What follows belongs to an exercise in optimizing a design on an open flow for small area, a short achievable clock period and few clock cycles; a production flow would make more cautious choices. Function was checked by simulation only, so behaviour that the tests miss may differ from the original. Power is estimated from default activity; no workload was simulated.

==> v25 <==
==> flow/design.v (excerpt) <==
module cipher_core (
    input  wire        clk,
    input  wire        rst,
    input  wire        bus_valid,
    input  wire        bus_we,
    input  wire [5:0]  bus_addr,
    input  wire [31:0] bus_wdata,
    output wire        bus_ready,
    output reg         rd_valid,
    output reg  [31:0] rd_data
);
    localparam DES_RPC = 2;              
    localparam [3:0] DES_LAST = 16 / DES_RPC - 1;
    localparam [2:0] ERR_OK     = 3'd0;
    localparam [2:0] ERR_CONFIG = 3'd1;
    localparam [2:0] ERR_LENGTH = 3'd2;
    localparam [2:0] ERR_CMD    = 3'd4;
    localparam [1:0] J_ENC = 2'd0;       
    localparam [1:0] J_DEC = 2'd1;       
    localparam [1:0] J_KS  = 2'd2;       
    localparam [1:0] J_KX  = 2'd3;       
    reg  [31:0]  key_w  [0:7];
    reg  [31:0]  din_w  [0:3];
    reg  [31:0]  dout_w [0:3];
    reg  [2:0]   err;
    reg          ctx_valid;
    reg  [1:0]   variant;
    reg          ofb_active;
  ...
clock: 12.0 ns
lec_check: 0
cap_margin: 20
core_margin: 2
core_utilization: 30
place_density: 0.45
setup_slack_margin: 4
slew_margin: 20
run.sh (not shown) runs the stock make flow with config.mk's settings and CLKGATE_MAP_FILE= SYNTH_SCRIPT=/design/flow/synth_recipe.tcl, a recipe that flattens the netlist after the stock synthesis.
==> v33 (differences from v25) <==
--- a/flow/design.v
+++ b/flow/design.v
@@ -1023,18 +1023,20 @@
     wire rd_direct_ok = (rq_n == 3'd0) && !(a_dout && dout_pend);
     wire rd_can_q     = (rq_n != 3'd4) && !a_din;
     wire rd_ex        = h_rd && (rd_direct_ok || rd_can_q);
     wire rd_enq       = rd_ex && !rd_direct_ok;
     wire rd_dir       = rd_ex && rd_direct_ok;
-    wire aes_dec_ready = is_des_ctx || !xs || wv;
+    wire e_fin;
+    wire eng_free = !busy || e_fin;
+    wire aes_dec_ready = is_des_ctx || !xs || wv || e_fin;
     reg  cmd_go;
     always @(*) begin
         cmd_go = 1'b1;
         if (cmd_ok) begin
             if (is_keyld)              cmd_go = !busy || abortable;
-            else if (is_enc)           cmd_go = !busy;
-            else if (is_dec)           cmd_go = !busy && aes_dec_ready;
+            else if (is_enc)           cmd_go = eng_free;
+            else if (is_dec)           cmd_go = eng_free && aes_dec_ready;
             else if (is_ofbx)          cmd_go = ks_valid && (rq_n == 3'd0);
             else if (is_clear)         cmd_go = !dout_pend && (rq_n == 3'd0);
         end
     end
     wire cmd_ex = h_wr && a_cmd && cmd_go;
@@ -1056,17 +1058,18 @@
     wire [1:0] start_job = x_enc ? J_ENC : x_dec ? J_DEC : st_kx ? J_KX : J_KS;
     wire [127:0] din_blk = {din_w[0], din_w[1], din_w[2], din_w[3]};
     wire [127:0] ks_blk;
     wire [127:0] in_blk  = st_ks ? s_reg : x_ofbx_full ? ks_blk : din_blk;
     wire         idle_dec = h_wr && a_cmd && is_dec && aes_dec_ready;
-    wire         e_dec  = busy ? (job == J_DEC) : idle_dec;
-    wire [3:0]   e_r    = busy ? cnt : (idle_dec ? nr : 4'd0);
+    wire         kbusy  = busy && !e_last;
+    wire         e_dec  = kbusy ? (job == J_DEC) : idle_dec;
+    wire [3:0]   e_r    = kbusy ? cnt : (idle_dec ? nr : 4'd0);
     wire [255:0] begin_w = (xs ^ idle_dec) ? kx : kw;
-    wire [255:0] ks_in  = busy ? kw : begin_w;
+    wire [255:0] ks_in  = kbusy ? kw : begin_w;
     wire [7:0]   rc_beg = !idle_dec ? 8'h01 :
                           (variant == 2'd1) ? 8'h6c : (variant == 2'd2) ? 8'h1b : 8'h80;
-    wire [7:0]   ks_rc  = busy ? rc : rc_beg;
+    wire [7:0]   ks_rc  = kbusy ? rc : rc_beg;
     wire [255:0] ks_out;
     wire [7:0]   ks_rco;
     aes_kstep u_kstep (
         .w(ks_in), .variant(variant), .r(e_r), .bwd(e_dec), .rc_in(ks_rc),
         .y(ks_out), .rc_out(ks_rco)
@@ -1102,10 +1105,11 @@
     wire e_wdout = (job == J_ENC) || (job == J_DEC);
     wire h_enc_wait = h_wr && a_cmd && cmd_ok && is_enc;
     wire e_abort = ((x_keyld || x_ofbiv || x_clear) || h_enc_wait) && busy && abortable;
     wire e_done  = busy && e_last && !(e_wdout && rq_old) && !e_abort;
     wire e_hold  = busy && e_last && (e_wdout && rq_old);
+    assign e_fin = busy && e_last && !e_hold && (job != J_KS);
     wire [127:0] e_res = e_des ? {des_res, 64'd0} : aes_out;
     assign ks_blk = e_des ? {dlr, 64'd0} : st;
     wire [127:0] len_mask = ~({128{1'b1}} >> {c_len, 3'd0});
     wire [127:0] ofb_out  = (ks_blk ^ din_blk) & len_mask;
     wire [55:0] des_pc1_of_key;
@@ -1242,20 +1246,11 @@
                 s_reg      <= 128'd0;
                 ks_valid   <= 1'b0;
             end
             if (e_abort)
                 busy <= 1'b0;
-            if (start) begin
-                busy <= 1'b1;
-                job  <= start_job;
-                if (!e_des) begin
-                    xs <= !start_dec;
-                    wv <= 1'b0;
-                end
-                if (x_enc || x_dec)
-                    ks_valid <= 1'b0;
-            end else if (e_done) begin
+            if (e_done) begin
                 busy <= 1'b0;
                 wv   <= 1'b1;
                 if (job == J_KS)
                     ks_valid <= 1'b1;
                 if (e_wdout) begin
@@ -1264,8 +1259,18 @@
                     dout_w[2] <= e_res[63:32];
                     dout_w[3] <= e_res[31:0];
                     dver      <= !dver;
                 end
             end
+            if (start) begin
+                busy <= 1'b1;
+                job  <= start_job;
+                if (!e_des) begin
+                    xs <= !start_dec;
+                    wv <= 1'b0;
+                end
+                if (x_enc || x_dec)
+                    ks_valid <= 1'b0;
+            end
         end
     end
 endmodule
CAP_MARGIN = 40   (was 20)
SETUP_SLACK_MARGIN = 3   (was 4)
SLEW_MARGIN = 40   (was 20)
==> v2 (differences from v25) <==
--- a/flow/design.v
+++ b/flow/design.v
@@ -1010,31 +1010,29 @@
     reg  [1:0]   rq_k [0:3];
     reg          rq_v [0:3];             
     reg  [6:0]   rq_p [0:3];
     reg          dver;                   
     wire rq_head_ok = (rq_n != 3'd0) && ((rq_k[0] != 2'd0) || (rq_v[0] == dver));
-    wire rq_old = ((rq_n > 3'd0) && rq_k[0] == 2'd0 && rq_v[0] == dver) ||
-                  ((rq_n > 3'd1) && rq_k[1] == 2'd0 && rq_v[1] == dver) ||
-                  ((rq_n > 3'd2) && rq_k[2] == 2'd0 && rq_v[2] == dver) ||
-                  ((rq_n > 3'd3) && rq_k[3] == 2'd0 && rq_v[3] == dver);
     wire [6:0] status_p = {err, variant, ofb_active, ctx_valid};
     function [31:0] status_word(input [6:0] p);
         status_word = {21'd0, p[6:4], 2'd0, p[3:2], 2'd0, p[1], p[0]};
     endfunction
     wire rd_direct_ok = (rq_n == 3'd0) && !(a_dout && dout_pend);
     wire rd_can_q     = (rq_n != 3'd4) && !a_din;
     wire rd_ex        = h_rd && (rd_direct_ok || rd_can_q);
     wire rd_enq       = rd_ex && !rd_direct_ok;
     wire rd_dir       = rd_ex && rd_direct_ok;
-    wire aes_dec_ready = is_des_ctx || !xs || wv;
+    wire e_fin;
+    wire eng_free = !busy || e_fin;
+    wire aes_dec_ready = is_des_ctx || !xs || wv || e_fin;
     reg  cmd_go;
     always @(*) begin
         cmd_go = 1'b1;
         if (cmd_ok) begin
             if (is_keyld)              cmd_go = !busy || abortable;
-            else if (is_enc)           cmd_go = !busy;
-            else if (is_dec)           cmd_go = !busy && aes_dec_ready;
+            else if (is_enc)           cmd_go = eng_free;
+            else if (is_dec)           cmd_go = eng_free && aes_dec_ready;
             else if (is_ofbx)          cmd_go = ks_valid && (rq_n == 3'd0);
             else if (is_clear)         cmd_go = !dout_pend && (rq_n == 3'd0);
         end
     end
     wire cmd_ex = h_wr && a_cmd && cmd_go;
@@ -1056,17 +1054,18 @@
     wire [1:0] start_job = x_enc ? J_ENC : x_dec ? J_DEC : st_kx ? J_KX : J_KS;
     wire [127:0] din_blk = {din_w[0], din_w[1], din_w[2], din_w[3]};
     wire [127:0] ks_blk;
     wire [127:0] in_blk  = st_ks ? s_reg : x_ofbx_full ? ks_blk : din_blk;
     wire         idle_dec = h_wr && a_cmd && is_dec && aes_dec_ready;
-    wire         e_dec  = busy ? (job == J_DEC) : idle_dec;
-    wire [3:0]   e_r    = busy ? cnt : (idle_dec ? nr : 4'd0);
+    wire         kbusy  = busy && !e_last;
+    wire         e_dec  = kbusy ? (job == J_DEC) : idle_dec;
+    wire [3:0]   e_r    = kbusy ? cnt : (idle_dec ? nr : 4'd0);
     wire [255:0] begin_w = (xs ^ idle_dec) ? kx : kw;
-    wire [255:0] ks_in  = busy ? kw : begin_w;
+    wire [255:0] ks_in  = kbusy ? kw : begin_w;
     wire [7:0]   rc_beg = !idle_dec ? 8'h01 :
                           (variant == 2'd1) ? 8'h6c : (variant == 2'd2) ? 8'h1b : 8'h80;
-    wire [7:0]   ks_rc  = busy ? rc : rc_beg;
+    wire [7:0]   ks_rc  = kbusy ? rc : rc_beg;
     wire [255:0] ks_out;
     wire [7:0]   ks_rco;
     aes_kstep u_kstep (
         .w(ks_in), .variant(variant), .r(e_r), .bwd(e_dec), .rc_in(ks_rc),
         .y(ks_out), .rc_out(ks_rco)
@@ -1100,12 +1099,13 @@
     wire e_des   = is_des_ctx;
     wire e_last  = e_des ? (cnt == DES_LAST) : aes_last;
     wire e_wdout = (job == J_ENC) || (job == J_DEC);
     wire h_enc_wait = h_wr && a_cmd && cmd_ok && is_enc;
     wire e_abort = ((x_keyld || x_ofbiv || x_clear) || h_enc_wait) && busy && abortable;
-    wire e_done  = busy && e_last && !(e_wdout && rq_old) && !e_abort;
-    wire e_hold  = busy && e_last && (e_wdout && rq_old);
+    wire e_done  = busy && e_last && !e_abort;
+    wire e_hold  = 1'b0;
+    assign e_fin = busy && e_last && !e_hold && (job != J_KS);
     wire [127:0] e_res = e_des ? {des_res, 64'd0} : aes_out;
     assign ks_blk = e_des ? {dlr, 64'd0} : st;
     wire [127:0] len_mask = ~({128{1'b1}} >> {c_len, 3'd0});
     wire [127:0] ofb_out  = (ks_blk ^ din_blk) & len_mask;
     wire [55:0] des_pc1_of_key;
@@ -1242,20 +1242,11 @@
                 s_reg      <= 128'd0;
                 ks_valid   <= 1'b0;
             end
             if (e_abort)
                 busy <= 1'b0;
-            if (start) begin
-                busy <= 1'b1;
-                job  <= start_job;
-                if (!e_des) begin
-                    xs <= !start_dec;
-                    wv <= 1'b0;
-                end
-                if (x_enc || x_dec)
-                    ks_valid <= 1'b0;
-            end else if (e_done) begin
+            if (e_done) begin
                 busy <= 1'b0;
                 wv   <= 1'b1;
                 if (job == J_KS)
                     ks_valid <= 1'b1;
                 if (e_wdout) begin
@@ -1264,8 +1255,18 @@
                     dout_w[2] <= e_res[63:32];
                     dout_w[3] <= e_res[31:0];
                     dver      <= !dver;
                 end
             end
+            if (start) begin
+                busy <= 1'b1;
+                job  <= start_job;
+                if (!e_des) begin
+                    xs <= !start_dec;
+                    wv <= 1'b0;
+                end
+                if (x_enc || x_dec)
+                    ks_valid <= 1'b0;
+            end
         end
     end
 endmodule
CAP_MARGIN = 40   (was 20)
SETUP_SLACK_MARGIN = 5   (was 4)
SLEW_MARGIN = 40   (was 20)
==> run summary <==
- Die area: v33 < v25 < v2.
- Combinational power, lowest first: v25, v2, v33.
- Final cell count: v2 is larger than v25 (about 1%).
- v25 produced a layout that fails on max-capacitance violations, max-slew violations. v2 finished clean. v33 went through all stages and came out clean.
- Non-clock buffer count: v2 > v25 > v33.
Testbench counts of v25, summed over its fixed seeds: cycles 17,301.
Testbench counts of v33, summed over its fixed seeds: cycles 16,960.
Testbench counts of v2, summed over its fixed seeds: cycles 16,960.

## port drivers added, routing unchanged
The results above use ideal ports. As a check the final layouts listed here were re-extracted and re-timed, cells and wires unchanged.
Step 1 assumes that a clkbuf_16 drives the clock port and a buf_2 every other input.
Step 2 also shifts input and output timing later by t, the mid clock arrival at the registers, as if the neighbouring blocks saw the same clock.
Three values: ideal, step 1, step 2; two values: the first two.
run | shift t [ns] | setup WS [ns] | hold WS [ns] | worst setup path at the end | latest minus earliest clock arrival (ns)
v25 | 1.089 | 2.757 / 2.757 / 2.757 | 0.483 / 0.483 / 0.483 | register to register | 0.086 / 0.086
v33 | 1.077 | 2.621 / 2.621 / 2.621 | 0.487 / 0.487 / 0.487 | register to register | 0.104 / 0.105
v2 | 1.091 | 2.567 / 2.567 / 2.567 | 0.493 / 0.493 / 0.493 | register to register | 0.073 / 0.074
